This is an optimization exercise on Yosys and OpenROAD, whose aim is small area, not a production implementation.
Function was checked by simulation only, so behaviour that the tests miss may differ from the original.
Power and IR drop assume default switching activity.

==> design/flow/design.v <==
module vmstack_core (
    input  wire        clk,
    input  wire        rst,           
    input  wire        start,         
    input  wire [8:0]  img_len,       
    output wire        mem_req,
    output wire        mem_we,
    output wire [7:0]  mem_addr,
    output wire [31:0] mem_wdata,
    input  wire        mem_ack,
    input  wire [31:0] mem_rdata,
    output wire [1:0]  run,
    output wire [2:0]  fcause,
    output wire [8:0]  pc,
    output wire [8:0]  sp,
    output wire [31:0] result,
    output wire        result_valid,
    output wire        trace_valid,
    output wire [8:0]  trace_pc,
    output wire [2:0]  trace_op,
    output wire [31:0] trace_tos,
    output wire        trace_tos_valid
);
    reg [1:0]  runr;
    reg [2:0]  low;
    reg [5:0]  idx;        
    reg [2:0]  slice;      
    reg [31:0] T;
    reg [7:0]  b0, b1, b2, b3;
    reg        sbit;       
    reg        g;          
    reg        cy;         
    reg        qneg;       
    reg [7:0]  pco;        
    reg [7:0]  len;        
    reg [6:0]  spr;
    wire       running = (runr == 2'b00);
    wire [2:0] op      = low;
    wire       fetch   = running & (op == 3'd6);
    wire       ex      = running & ~fetch;
    wire       o_halt  = (op == 3'd0);
    wire       o_as    = (op == 3'd1) | (op == 3'd2);
    wire       o_sub   = (op == 3'd2);
    wire       o_mul   = (op == 3'd3);
    wire       o_div   = (op == 3'd4);
    wire       o_push  = (op == 3'd5);
    wire       o_long  = o_mul | o_div;
    wire [8:0] pcv = {1'b0, pco} + 9'd100;
    assign pc       = pcv;
    assign trace_pc = pcv;
    assign sp       = {2'b00, spr};
    wire   sp_ne = ~(spr[6] & spr[5] & spr[2]);    
    assign run             = runr;
    assign fcause          = low;
    assign result          = T;
    assign trace_tos       = T;
    assign mem_wdata       = T;
    assign result_valid    = (runr == 2'b01) & sp_ne;
    assign trace_op        = op;
    assign trace_tos_valid = sp_ne;
    localparam A_PC = 2'd0, A_SPM = 2'd1, A_SP = 2'd2, A_SPP = 2'd3;
    localparam X_0 = 2'd0, X_T = 2'd1, X_2T = 2'd2, X_B = 2'd3;
    wire i0 = (idx[1:0] == 2'd0), i1 = (idx[1:0] == 2'd1), i2 = (idx[1:0] == 2'd2), i3 = (idx[1:0] == 2'd3);
    wire lo4   = (idx[5:2] == 4'd0);                 
    wire hi    = idx[5] & idx[2];                    
    wire loop  = o_long & (~idx[5] & ~lo4 | idx[5] & ~idx[3] & ~idx[2]);
    wire lastl = o_long & idx[5] & ~idx[3] & ~idx[2] & i3;
    wire trace = o_long ? idx[5] & idx[3] : i3;
    wire wfin  = o_long ? hi & i3 : (i2 & ~o_halt);
    wire wpass = wfin | o_long & (lo4 & i1 | hi & i1);
    wire ldp   = o_long & lo4 & i2;                  
    wire xfer  = o_long & hi & i0;
    wire sgnp  = o_long & hi & i2;
    wire wr    = wpass & (slice == 3'd0);
    reg       rd, yen, sub, rev;
    reg [1:0] asel, xsel;
    wire [1:0] ci = ~idx[1:0];                        
    wire       head = (ci == 2'd0) ? b0[7] : (ci == 2'd1) ? b1[7] :
                      (ci == 2'd2) ? b2[7] : b3[7];
    always @(*) begin
        rd = 1'b0; yen = 1'b0; sub = 1'b0; rev = 1'b0;
        asel = A_SPP; xsel = X_T;
        if (wpass) begin
            asel = (o_push) ? A_SPM : A_SPP;
        end else if (lo4 & i0) begin
            rd = 1'b1; yen = 1'b1; xsel = X_0;
            asel = o_push ? A_PC : o_long ? A_SPP : A_SP;
            sub  = o_sub | (o_div & mem_rdata[31]);
        end else if (o_as & i1) begin
            rd = 1'b1; yen = 1'b1;
        end else if (ldp) begin
            rd = 1'b1; yen = 1'b1; xsel = X_0; rev = 1'b1;
        end else if (o_long & lo4 & i3) begin
            xsel = X_0;
        end else if (loop) begin
            rd = 1'b1; asel = A_SP; xsel = X_2T;
            yen = o_mul ? head : 1'b1;
            sub = o_div & ~(g ^ mem_rdata[31]);
        end else if (xfer) begin
            xsel = o_div ? X_B : X_T;
        end else if (sgnp) begin
            rd = 1'b1; yen = 1'b1; xsel = X_0; rev = o_div; sub = o_div & qneg;
        end
    end
    wire divzero = o_div & xfer & (slice == 3'd0) & b3[7] & b2[7];
    wire       pc_ok = (pco != len);    
    assign mem_req = fetch ? pc_ok : ex & ~trace & (rd | wr);
    assign mem_we  = ~fetch & wr;
    wire [6:0] spa = spr + {{6{asel == A_SPM}}, asel != A_SP};
    assign mem_addr = (fetch | asel == A_PC) ? pcv[7:0] : {1'b0, spa};
    assign trace_valid = ex & trace;
    wire [2:0] ysel = rev ? ~slice : slice;
    reg  [3:0] ylane;
    always @(*) begin
        case (ysel)
            3'd0: ylane = mem_rdata[3:0];
            3'd1: ylane = mem_rdata[7:4];
            3'd2: ylane = mem_rdata[11:8];
            3'd3: ylane = mem_rdata[15:12];
            3'd4: ylane = mem_rdata[19:16];
            3'd5: ylane = mem_rdata[23:20];
            3'd6: ylane = mem_rdata[27:24];
            default: ylane = mem_rdata[31:28];
        endcase
    end
    wire [3:0] yv    = ylane & {4{yen}};
    wire [3:0] yy    = yv ^ {4{sub}};
    wire       sin   = (slice == 3'd0) ? (o_div & head) : sbit;
    reg  [3:0] xv;
    always @(*) begin
        case (xsel)
            X_0:  xv = 4'd0;
            X_T:  xv = T[3:0];
            X_2T: xv = {T[2:0], sin};
            default: xv = {b3[7], b2[7], b1[7], b0[7]};
        endcase
    end
    wire       cin = (slice == 3'd0) ? sub : cy;
    wire [4:0] s   = {1'b0, xv} + {1'b0, yy} + {4'd0, cin};
    wire adv   = ex & ~trace & ~divzero & (~(rd | wr) | mem_ack);
    wire pass_done = adv & (slice == 3'd7);
    wire q = ~s[3];
    wire shall = adv & (ldp | xfer);
    wire shone = pass_done & loop;
    always @(posedge clk) begin
        if (adv) begin
            T    <= {s[3:0], T[31:4]};
            sbit <= T[3];
            cy   <= s[4];
        end
        if (pass_done)
            g    <= s[3];
        if (adv & lo4 & i0)
            qneg <= mem_rdata[31];
        if (pass_done & lastl)
            qneg <= qneg ^ mem_rdata[31];
        if (shall | shone & (ci == 2'd0)) b0 <= {b0[6:0], ldp ? s[0] : q};
        if (shall | shone & (ci == 2'd1)) b1 <= {b1[6:0], ldp ? s[1] : q};
        if (shall | shone & (ci == 2'd2)) b2 <= {b2[6:0], ldp ? s[2] : q};
        if (shall | shone & (ci == 2'd3)) b3 <= {b3[6:0], ldp ? s[3] : q};
    end
    always @(posedge clk) begin
        if (~ex) begin
            slice <= 3'd0;
            idx   <= 6'd0;
        end else if (adv) begin
            {idx, slice} <= {idx, slice} + 9'd1;
        end
    end
    wire [1:0] tag   = mem_rdata[31:30];
    wire [2:0] pl    = mem_rdata[2:0];
    wire       pbig  = (mem_rdata[29:3] != 27'd0) | (pl > 3'd4);
    wire       sp0   = (spr == 7'd0);
    wire       spu   = spr[6] & spr[5] & (spr[2] | spr[1] & spr[0]);    
    wire       dfault = tag[1] | (~tag[0] & sp0) | (tag[0] & (pbig | (pl != 3'd0) & spu));
    reg  [2:0] dlow;
    always @(*) begin
        if (tag[1])        dlow = tag[0] ? 3'd1 : 3'd5;      
        else if (~tag[0])  dlow = sp0 ? 3'd3 : 3'd5;         
        else if (pbig)     dlow = 3'd1;                      
        else if (pl != 3'd0 && spu) dlow = 3'd2;             
        else               dlow = pl;                        
    end
    always @(posedge clk) begin
        if (rst)
            runr <= 2'b11;
        else if (~running) begin
            if (start) runr <= (img_len > 9'd156) ? 2'b11 : 2'b00;
        end else if (fetch) begin
            if (~pc_ok | mem_ack & dfault) runr <= 2'b10;
        end else if (trace & o_halt)
            runr <= 2'b01;
        else if (divzero)
            runr <= 2'b10;
    end
    always @(posedge clk) begin
        if (~running) begin
            if (start) low <= 3'd6;
        end else if (fetch) begin
            if (pc_ok & mem_ack) low <= dlow;
        end else if (trace & ~o_halt)
            low <= 3'd6;
    end
    always @(posedge clk) begin
        if (~running & start) begin
            pco <= 8'd0;
            spr <= 7'd100;
            len <= img_len[7:0];
        end
        if (ex & trace) pco <= pco + 8'd1;
        if (ex & wfin & wr & mem_ack) spr <= spa;
    end
endmodule
==> design/flow/flow/run.sh <==
#!/bin/bash
# The standard layout (standard.sh, the standard flow's own ORFS run) with three changes:
#  - synthesis maps the combinational logic with a stronger area-oriented
#    ABC script (deepsyn, then choice computation and &nf area recovery).
#    The synthesis script is the standard flow's synth_recipe.tcl, sourced unchanged after
#    a wrapper that swaps the script abc is given; the flip-flop mapping runs
#    before abc, so the registers are the standard synthesis's;
#  - the port buffers that global placement inserts use the smallest buffer;
#  - clock tree synthesis inserts no dummy loads.
# Each ORFS step writes its own log under orfs/logs; the make output goes to
# flow.log in this folder.
set -euo pipefail
W=$(pwd)
cat > "$W/abc_area_deep.script" <<'ABC'
&get -n
&st
&deepsyn -T 30
&dch -f
&nf -R 1000
&st
&dch -f
&nf -R 1000
&put
topo
dnsize -c
ABC
cat > "$W/deep_synth.tcl" <<TCL
proc abc {args} {
  set i [lsearch \$args -script]
  if { \$i >= 0 } { set args [lreplace \$args [expr {\$i+1}] [expr {\$i+1}] $W/abc_area_deep.script] }
  yosys abc {*}\$args
}
source $W/synth_recipe.tcl
TCL
export BUFFER_PORTS_ARGS="-buffer_cell sky130_fd_sc_hd__buf_1"
export CTS_ARGS="-sink_clustering_enable -repair_clock_nets -buf_list sky130_fd_sc_hd__clkbuf_8 -dont_use_dummy_load"
bash standard.sh SYNTH_SCRIPT="$W/deep_synth.tcl" finish > flow.log 2>&1
==> design/flow/standard.sh <==
#!/bin/bash
# synth_recipe.tcl (not shown) runs the flow's synth.tcl, then flattens the netlist and writes it again
# the make line also repeats each setting of config.mk as NAME=value (left out here)
make -C /OpenROAD-flow-scripts/flow DESIGN_CONFIG=/design/flow/config.mk WORK_HOME=/design/flow/orfs CLKGATE_MAP_FILE= SYNTH_SCRIPT=/design/flow/synth_recipe.tcl "${@:-finish}"
==> design/flow/config.mk <==
export PLATFORM = sky130hd
export DESIGN_NAME = vmstack_core
export DESIGN_NICKNAME = vmstack_core
export VERILOG_FILES = /design/flow/design.v
export SDC_FILE = /design/flow/constraint.sdc
export NUM_CORES = 4
export LEC_CHECK = 0
export ABC_AREA = 1
export CAP_MARGIN = 20
export CORE_MARGIN = 2
export CORE_UTILIZATION = 60
export CTS_BUF_LIST = sky130_fd_sc_hd__clkbuf_8
export PLACE_DENSITY = 0.75
export SLEW_MARGIN = 20
==> design/flow/constraint.sdc <==
create_clock -name core_clock -period 10.0 [get_ports {clk}]
set_input_delay 2.0000 -clock core_clock [delete_from_list [all_inputs] [get_ports {clk}]]
set_output_delay 2.0000 -clock core_clock [all_outputs]
set_load 0.01 [all_outputs]
==> results of run 1 <==
## cells in the final DEF, fill, tap and decap left out, drive strengths merged, types with 3 or more instances in the layout
| cell type | instances |
|---|---|
| mux2i | 6 |
| o21bai | 5 |
| clkbuf | 9 |
| nand2b | 3 |
| o21ai | 22 |
| xor2 | 7 |
| nor2 | 47 |
| nor3 | 16 |
| nand4 | 7 |
| a221oi | 3 |
| and2 | 6 |
| edfxtp | 94 |
| o22ai | 6 |
| a21o | 5 |
| clkinv | 27 |
| nand2 | 46 |
| o211ai | 3 |
| fa | 3 |
| nand3 | 14 |
| ha | 14 |
| buf | 189 |
| or2 | 3 |
| xnor2 | 17 |
| a21oi | 31 |
| dfxtp | 11 |
| a31oi | 6 |
| nor2b | 5 |
| or4 | 3 |
| nor4 | 9 |
| and3 | 5 |
## cell type report
type | count | area (µm²)
Clock buffer | 9 | 124
Fill cell | 746 | 3090
Inverter | 27 | 101
Multi-Input combinational cell | 325 | 2000
Sequential cell | 105 | 3040
Tap cell | 129 | 161
Timing Repair Buffer | 189 | 721
## cell usage after synthesis (all sizes together), types with 3 or more instances
master | n | share of area, %
dfxtp | 11 | 3.8
buf | 80 | 10
ha | 14 | 3.1
nand2b | 3 | 0.33
a221oi | 3 | 0.46
nand3 | 14 | 1.2
a21o | 5 | 0.65
xnor2 | 17 | 2.6
clkinv | 27 | 1.8
nand2 | 46 | 3.0
o21ai | 22 | 1.9
nor4 | 9 | 0.98
and3 | 5 | 0.55
and2 | 6 | 0.65
nor2b | 5 | 0.55
o21bai | 5 | 0.65
o211ai | 3 | 0.39
mux2i | 6 | 1.0
a21oi | 31 | 2.7
fa | 3 | 1.0
xor2 | 7 | 1.1
nor2 | 47 | 3.1
o22ai | 6 | 0.65
or2 | 3 | 0.33
or4 | 3 | 0.39
edfxtp | 94 | 49
a31oi | 6 | 0.65
nand4 | 7 | 0.76
nor3 | 16 | 1.4
## layer usage
layer	share of wire (%)	routed length (µm)
met3	7.5	966
met2	48	6220
met4	2.8	359
met5	0	0
met1	42	5410
## power by group through the flow
stage	sequential, W	combinational (W)	clock (W)
2_1_floorplan	0.000492	0.0000282	0
3_3_place_gp	0.000493	0.0000433	0
3_5_place_dp	0.000493	0.0000446	0
4_1_cts	0.000483	0.0000448	0.000213
5_1_grt	0.000484	0.0000498	0.000229
6_report	0.000483	0.0000453	0.000206
## cell families (layout without fill, tap and decap cells)
| group | Yosys count | after routing | synth area share (%) |
|---|---|---|---|
| AOI/OAI and AO/OA | 105 | 105 | 11.6 |
| xor gates and xnor gates | 24 | 24 | 3.66 |
| adders and majority gates | 17 | 17 | 4.10 |
| buffers and inverters | 107 | 225 | 12.2 |
| DFF | 105 | 105 | 53.0 |
| muxes | 7 | 7 | 1.24 |
| other | 1 | 2 | 0.0653 |
| and+or+nand+nor | 170 | 170 | 14.0 |
## worst max-delay path: stages (launching register included)
cell and delay [ns]:
sky130_fd_sc_hd__edfxtp_1 0.56, sky130_fd_sc_hd__nor2b_1 0.23, sky130_fd_sc_hd__nand2_1 0.09, sky130_fd_sc_hd__o21ai_0 0.17, sky130_fd_sc_hd__nand2_1 0.25, sky130_fd_sc_hd__or2_0 0.32, sky130_fd_sc_hd__nand3_1 0.10, sky130_fd_sc_hd__ha_1 0.17
sky130_fd_sc_hd__clkinv_1 0.08, sky130_fd_sc_hd__fa_1 0.41, sky130_fd_sc_hd__clkinv_1 0.06, sky130_fd_sc_hd__a21oi_1 0.05, sky130_fd_sc_hd__o21bai_1 0.19, sky130_fd_sc_hd__a21o_1 0.15, sky130_fd_sc_hd__a21oi_1 0.07, sky130_fd_sc_hd__xnor2_1 0.15
sky130_fd_sc_hd__o21ai_0 0.15, sky130_fd_sc_hd__buf_1 0.16
## stage by stage
stage               util [%]  total power (W)  setup slack, ns
CTS                     66.6         0.000741             4.34
global route            66.6         0.000763             3.99
finish                  66.6         0.000734             4.28
global placement        65.3         0.000536             4.92
detailed placement      65.3         0.000538             4.75
floorplan                  -         0.000521             2.30
## sequential cells by signal, summed over array words and instances, names as in the netlist, 2 cells and up
| signal | cells |
|---|---|
| b0 | 8 |
| slice | 3 |
| spr | 7 |
| b3 | 8 |
| idx | 6 |
| len | 8 |
| low | 3 |
| b2 | 8 |
| pco | 8 |
| b1 | 8 |
| runr | 2 |
| T | 32 |
## worst max-delay path by stage
| stage | start | to |
|---|---|---|
| finish | low[2] | mem_addr[6] |
| global route | low[2] | mem_addr[6] |
| CTS | low[2] | mem_addr[6] |
| detailed placement | low[2] | mem_addr[6] |
| global placement | low[2] | mem_addr[6] |
| floorplan | mem_ack | b1[0] |
==> run summary, run 1 <==
### Status
* status: no timing/DRC/antenna violations

### Placement
* Area after DPL: 0.00603 mm²
* placed wire-length estimate: 9.93 mm
* DP Cell Count: 775
* number of port buffers: 186
* final estimated routing congestion in global placement: 0.989

### CTS
* number of buffers added by the clock tree synthesis step: 9
* total setup buffers inserted after CTS: 0
* H-tree levels: 3
* number of gates resized after CTS: 0
* maximum root-to-sink buffer count: 2
* number of buffers added to fix hold violations after cts: 0
* CTS tree: done
* Clock Tree Root: sky130_fd_sc_hd__clkbuf_8
* CTS clock-pin slew for the worst setup and hold paths: 0.09 ns
* clock network latency to the later pin of the worst-skew pair: 0.36 ns
* CTS Sinks: 105

### Synth
* summed instance area of the synthesized netlist: 0.00574 mm²
* yosys warns: 1
* sequential-to-total area share from yosys stat: 53.0%
* dominant synthesized flop cell: sky130_fd_sc_hd__edfxtp_1
* register bit count reported by yosys: 105
* Post-synth EDFFs: 94
* Post-Syn Instances: 536
* Mean Syn Cell Area: 10.7 µm²
* fraction of registers with async set/reset: 0%
* number of unique standard cell types used by synthesis: 50

### Power
* static leakage power: 2.01 nW
* clock group share of total power: 28.0%
* switching part of the total power: 21.7%
* Psw: 0.000159 W
* internal power: 0.000575 W
* pwr/cell area: 119 mW/mm²
* proportion of power drawn by flip-flops and latches: 65.8%
* maximum resistive drop on vdd: 83.7 µV
* Logic pwr share: 6.2%

### Timing
* Peak Freq: 175 MHz
* clock skew after layout: 0.0184 ns
* unrepaired setup endpoints after global routing: false
* final worst hold slack: 0.411 ns
* final clock period utilization by the worst path: 57.2%
* Final Max Tran Viols: 0
* Setup TNS: 0 ns
* remaining max-slew budget at the tightest pin: 48.5%
* final setup violating endpoints: 0
* measured slew at the worst slew-check pin: 0.761 ns
* Final Hold Viols: 0
* fin crit period: 5.72 ns

### Critical path
* launching element type of the critical path: register
* Required @ worst endpoint: 8.00 ns
* endpoint of the worst register-to-register path: b1[0]
* cells on worst reg2reg path: 18
* Reg2Reg Setup Slack: 4.96 ns
* Arrival @ worst endpoint: 3.72 ns
* critical path capture point type: output port
* maximum fanout count along the critical path: 11
* launching point of the worst reg2reg path: low[2]
* worst setup path class: register to output port

### Global routing
* GRT met2 Usage: 39.2%
* routing usage on met1: 32.5%
* number of global-route vias before repair: 3,960
* initial antenna violation count: 0
* global-route wire length before repair: 19.3 mm
* met3 usage in global routing: 5.11%
* most heavily used metal layer in global routing: met2
* global router's overall resource usage: 24.3%
* overall overflow remaining after global route: 0
* largest net degree at the start of global routing: 45

### Drt
* WL per Instance: 16.5 µm
* antenna-violating nets left: 0
* detailed-route DRC error count: 0
* number of design-rule violations left by the first detailed-router iteration: 387
* via density per instance: 5.72
* number of detailed-routing iterations run before antenna repair: 6
* vias after detailed routing: 4,482
* post-detailed-routing wire length: 12.9 mm

### Job
* count of maximum capacitance violations: 0

### Min path
* number of instances on the worst hold path: 0
* origin of the worst min-delay path: b1[4]
* Worst Hold Path EP: b1[5]
* worst hold-check path type: register to register

### Floorplanning
* Placement Rows: 35
* initial standard-cell utilization of the core: 62.1%
* number of primary I/O pins: 189
* area of the placeable core: 0.00924 mm²
* Die ar.: 0.0104 mm²
* chip width: 102 µm
* height of the die: 102 µm

### Cells and area
* post-layout instance count excluding filler cells: 784
* number of diodes added for antenna fixing: 0
* fraction of final layout cells sized beyond drive strength 1: 1.98%
* post-route design area: 0.00615 mm²
* final net count: 719
* area overhead of the layout relative to synthesis: 7.24%

==> run 2: changes to the inputs <==
--- a/design/flow/design.v
+++ b/design/flow/design.v
@@ -72,13 +72,13 @@
     wire xfer  = o_long & hi & i0;
     wire sgnp  = o_long & hi & i2;
     wire wr    = wpass & (slice == 3'd0);
-    reg       rd, yen, sub, rev;
+    reg       rd, yen, sub, rev, cin0;
     reg [1:0] asel, xsel;
     wire [1:0] ci = ~idx[1:0];                        
     wire       head = (ci == 2'd0) ? b0[7] : (ci == 2'd1) ? b1[7] :
                       (ci == 2'd2) ? b2[7] : b3[7];
     always @(*) begin
-        rd = 1'b0; yen = 1'b0; sub = 1'b0; rev = 1'b0;
+        rd = 1'b0; yen = 1'b0; sub = 1'b0; rev = 1'b0; cin0 = 1'b0;
         asel = A_SPP; xsel = X_T;
         if (wpass) begin
             asel = (o_push) ? A_SPM : A_SPP;
@@ -86,6 +86,7 @@
             rd = 1'b1; yen = 1'b1; xsel = X_0;
             asel = o_push ? A_PC : o_long ? A_SPP : A_SP;
             sub  = o_sub | (o_div & mem_rdata[31]);
+            cin0 = sub;
         end else if (o_as & i1) begin
             rd = 1'b1; yen = 1'b1;
         end else if (ldp) begin
@@ -96,13 +97,14 @@
             rd = 1'b1; asel = A_SP; xsel = X_2T;
             yen = o_mul ? head : 1'b1;
             sub = o_div & ~(g ^ mem_rdata[31]);
+            cin0 = sub;
         end else if (xfer) begin
             xsel = o_div ? X_B : X_T;
         end else if (sgnp) begin
-            rd = 1'b1; yen = 1'b1; xsel = X_0; rev = o_div; sub = o_div & qneg;
-        end
-    end
-    wire divzero = o_div & xfer & (slice == 3'd0) & b3[7] & b2[7];
+            rd = 1'b1; yen = 1'b1; xsel = X_0; rev = o_div; sub = o_div & ~qneg; cin0 = o_div & qneg;
+        end
+    end
+    wire divzero = o_div & xfer & (slice == 3'd0) & ~b3[7] & ~b2[7];
     wire       pc_ok = (pco != len);    
     assign mem_req = fetch ? pc_ok : ex & ~trace & (rd | wr);
     assign mem_we  = ~fetch & wr;
@@ -135,11 +137,11 @@
             default: xv = {b3[7], b2[7], b1[7], b0[7]};
         endcase
     end
-    wire       cin = (slice == 3'd0) ? sub : cy;
+    wire       cin = (slice == 3'd0) ? cin0 : cy;
     wire [4:0] s   = {1'b0, xv} + {1'b0, yy} + {4'd0, cin};
     wire adv   = ex & ~trace & ~divzero & (~(rd | wr) | mem_ack);
     wire pass_done = adv & (slice == 3'd7);
-    wire q = ~s[3];
+    wire q = s[3];                     
     wire shall = adv & (ldp | xfer);
     wire shone = pass_done & loop;
     always @(posedge clk) begin
--- a/design/flow/config.mk
+++ b/design/flow/config.mk
@@ -8,7 +8,6 @@
 export ABC_AREA = 1
 export CAP_MARGIN = 20
 export CORE_MARGIN = 2
-export CORE_UTILIZATION = 60
+export CORE_UTILIZATION = 40
 export CTS_BUF_LIST = sky130_fd_sc_hd__clkbuf_8
-export PLACE_DENSITY = 0.75
 export SLEW_MARGIN = 20
==> run summary, run 2 <==
### Critical path
* series of cell instances along the critical path: nor2b_1 > nand2_1 > o21ai_0 > nand2_1 > a21oi_1 > nor2b_1 > nor2_1 > nor2_1 > nand2_1 > ha_1 > clkinv_1 > fa_1 > clkinv_1 > a21oi_1 > o21bai_1 > a21o_1 > a21oi_1 > xnor2_1 > o21ai_0 > buf_1
* Slowest cell on crit path: sky130_fd_sc_hd__edfxtp_1
* Worst path max stage delay: 0.55 ns, about the same
* worst setup path class: register to output port
* endpoint of the worst register-to-register path: b0[0]
* maximum fanout count along the critical path: 13, +2
* launching point of the worst reg2reg path: low[2]
* critical path capture point type: output port
* Reg2Reg Setup Slack: 5.18 ns, +0.22 ns
* cell family with most CP delay: simple AND/OR/NAND/NOR gates
* count of buffering cells on the critical path with inverters included: 3, unchanged
* Required @ worst endpoint: 8.00 ns, about the same
* launching element type of the critical path: register
* cells on worst reg2reg path: 19, +1
* Arrival @ worst endpoint: 4.11 ns, +0.39 ns

### Global routing
* overall overflow remaining after global route: 0, unchanged
* initial antenna violation count: 0, unchanged
* global-route wire length before repair: 20.5 mm, +6.3%
* largest net degree at the start of global routing: 44, -2.2%
* global router's overall resource usage: 17.5%, -6.8 points
* number of global-route vias before repair: 4,040, +2.0%

### Synth
* register bit count reported by yosys: 105, unchanged
* Post-synth EDFFs: 94, unchanged
* number of unique standard cell types used by synthesis: 44, -12%
* sequential-to-total area share from yosys stat: 53.2%, +0.16 points
* top-area cell type share of the netlist area: 49.3%, +0.15 points
* Post-Syn Instances: 531, -0.93%
* yosys warns: 1, unchanged
* dominant synthesized flop cell: sky130_fd_sc_hd__edfxtp_1
* Mean Syn Cell Area: 10.8 µm², +0.63%
* library cell occupying the most area in the post-synthesis netlist: sky130_fd_sc_hd__edfxtp_1
* top cells by count, synth: sky130_fd_sc_hd__edfxtp_1 (94), sky130_fd_sc_hd__buf_4 (80), sky130_fd_sc_hd__nand2_1 (55), sky130_fd_sc_hd__nor2_1 (49), sky130_fd_sc_hd__a21oi_1 (25)
* largest cells by area after synthesis: sky130_fd_sc_hd__edfxtp_1 (49%), sky130_fd_sc_hd__buf_4 (10%), sky130_fd_sc_hd__dfxtp_1 (3.8%), sky130_fd_sc_hd__nand2_1 (3.6%), sky130_fd_sc_hd__nor2_1 (3.2%)
* fraction of registers with async set/reset: 0%, unchanged
* summed instance area of the synthesized netlist: 0.00572 mm², -0.31%
* dominant cell by count in the synthesized netlist: sky130_fd_sc_hd__edfxtp_1

### Drt
* WL per Instance: 16.1 µm, -2.7%
* antenna-violating nets left: 0, unchanged
* number of design-rule violations left by the first detailed-router iteration: 357, -7.8%
* vias after detailed routing: 4,346, -3.0%
* number of detailed-routing iterations run before antenna repair: 6, unchanged
* post-detailed-routing wire length: 13.3 mm, +3.0%
* via density per instance: 5.24, -8.4%
* detailed-route DRC error count: 0, unchanged

### CTS
* number of buffers added to fix hold violations after cts: 0, unchanged
* number of gates resized after CTS: 0, unchanged
* clock network latency to the later pin of the worst-skew pair: 0.38 ns, +0.02 ns
* CTS tree: done
* H-tree levels: 3, unchanged
* total setup buffers inserted after CTS: 0, unchanged
* Clock Tree Root: sky130_fd_sc_hd__clkbuf_8
* maximum root-to-sink buffer count: 2, unchanged
* number of buffers added by the clock tree synthesis step: 9, unchanged
* CTS Sinks: 105, unchanged
* CTS clock-pin slew for the worst setup and hold paths: 0.08 ns, about the same

### Timing
* Final Max Tran Viols: 0, unchanged
* final clock period utilization by the worst path: 61.1%, +3.9 points
* measured slew at the worst slew-check pin: 0.851 ns, +0.0894 ns
* Setup TNS: 0 ns, unchanged
* unrepaired setup endpoints after global routing: false
* fin crit period: 6.11 ns, +0.386 ns
* clock skew after layout: 0.0458 ns, +0.0274 ns
* final setup violating endpoints: 0, unchanged
* Peak Freq: 164 MHz, -6.3%
* remaining max-slew budget at the tightest pin: 42.6%, -6.0 points
* Final Hold Viols: 0, unchanged

### Cells and area
* area overhead of the layout relative to synthesis: 8.38%
* max reg flops: 32, unchanged
* final net count: 714, -0.70%
* post-route design area: 0.00620 mm², +0.75%
* number of filler cells placed in the layout: 1,345, +80%
* Biggest register: T
* post-layout instance count excluding filler cells: 830, +5.9%
* leading cell types in the layout, fill and taps excluded: sky130_fd_sc_hd__buf_1 (186), sky130_fd_sc_hd__edfxtp_1 (94), sky130_fd_sc_hd__nand2_1 (55), sky130_fd_sc_hd__nor2_1 (49), sky130_fd_sc_hd__a21oi_1 (25)
* most common cell after layout, fill and taps aside: sky130_fd_sc_hd__buf_1
* fraction of final layout cells sized beyond drive strength 1: 2.15%, +0.17 points
* number of diodes added for antenna fixing: 0, unchanged
* Finished Core Util: 44.5%, -22 points

### Floorplanning
* Placement Rows: 43, +23%
* height of the die: 124 µm, +21%
* Die ar.: 0.0153 mm², +47%
* area of the placeable core: 0.0139 mm², +51%
* chip width: 124 µm, +21%
* initial standard-cell utilization of the core: 41.1%, -21 points
* number of primary I/O pins: 189, unchanged

### Placement
* Area after DPL: 0.00607 mm², +0.66%
* placed wire-length estimate: 10.1 mm, +2.1%
* DP Cell Count: 821, +5.9%
* number of port buffers: 186, unchanged
* final estimated routing congestion in global placement: 0.887, -10%

### Job
* count of maximum capacitance violations: 0, unchanged

### Power
* pwr/cell area: 119 mW/mm², -0.33%
* sum of internal, switching and leakage power: 0.000738 W, +0.42%
* static leakage power: 2.06 nW, +2.2%
* maximum resistive drop on vdd: 59.4 µV, -29%

### Min path
* worst hold-check path type: register to register
* Worst Hold Path EP: b2[2]
* origin of the worst min-delay path: b2[1]
* number of instances on the worst hold path: 0, unchanged

### Status
* status: no timing/DRC/antenna violations

[run 2: cell count changes after synthesis, sizes merged, moves of 4 or more]
cell and change:
a21oi -6, clkinv -4, nand2 +9, nor2b +5, nand3 -4, and3 +4
a222oi +9
[run 2: metrics by stage]
| stage | worst slack (ns) | hold slack [ns] |
|---|---|---|
| floorplan | 4.79 | 0.400 |
| global placement | 4.42 | 0.400 |
| detailed placement | 4.31 | 0.406 |
| CTS | 3.92 | 0.408 |
| global route | 3.55 | 0.421 |
| finish | 3.89 | 0.412 |
[run 2: power breakdown]
group          internal, W  switching (W)  leakage (nW)
combinational    0.0000165      0.0000279          1.04
sequential        0.000478     0.00000600         0.953
clock            0.0000812       0.000128        0.0647
[run 2: cell families after synthesis]
family                     Yosys count  synth area share, %
AOI/OAI and AO/OA                   95                 11.2
and+or+nand+nor                    179                 14.5
DFF                                105                 53.2
buffers and inverters              103                 12.0
muxes                                7                 1.27
other                                1               0.0655
adders and majority gates           17                 4.11
xor gates and xnor gates            24                 3.67
[run 2: worst max-delay path by stage]
stage	from	endpoint	slack, ns	cells after the start
finish	low[2]	mem_addr[6]	3.89	20
global route	low[2]	mem_addr[6]	3.55	21
CTS	low[2]	mem_addr[6]	3.92	20
detailed placement	low[2]	mem_addr[6]	4.31	20
global placement	low[2]	mem_addr[6]	4.42	20
floorplan	low[2]	mem_addr[6]	4.79	19
[run 2: cell type report]
class	instances	area (µm²)	area share [%]
sequential	105	3040	49.1
multi-input combinational	324	2000	32.3
timing repair buffer	189	721	11.6
tap	180	225	3.63
clock buffer	9	124	2.00
inverter	23	86.3	1.39
[run 2: metal layers]
metal	track usage (%)	up-vias	part of all wire (%)
met1	23.5	2069	43
met4	6.89	0	1.8
met2	28.3	165	49
met3	2.93	18	5.9
met5	0	-	0
li1	-	2094	-

## afterwards: timing with drivers on the ports
In the flow no input, the clock included, has a driving cell. The finished layouts below were timed again as built, in two steps. Step 1, drivers: a clkbuf_16 drives clk and a buf_2 each remaining input, both assumed. Step 2, shift: input delay + t, output delay - t, t = (earliest + latest rising clock arrival at the registers) / 2. This alone moves slack from input paths to output paths. Three values: no drivers, after step 1, after step 2; two values: the first two.
run | shift t [ns] | setup WS [ns] | worst setup path after step 2 | latest minus earliest clock arrival (ns) | worst register clock-pin slew, ns
run 1 | 0.387 | 4.280 / 4.249 / 4.636 | register to output | 0.020 / 0.020 | 0.10 / 0.10
run 2 | 0.394 | 3.894 / 3.860 / 4.254 | register to output | 0.046 / 0.046 | 0.12 / 0.12
After both steps every run listed still meets setup and hold.
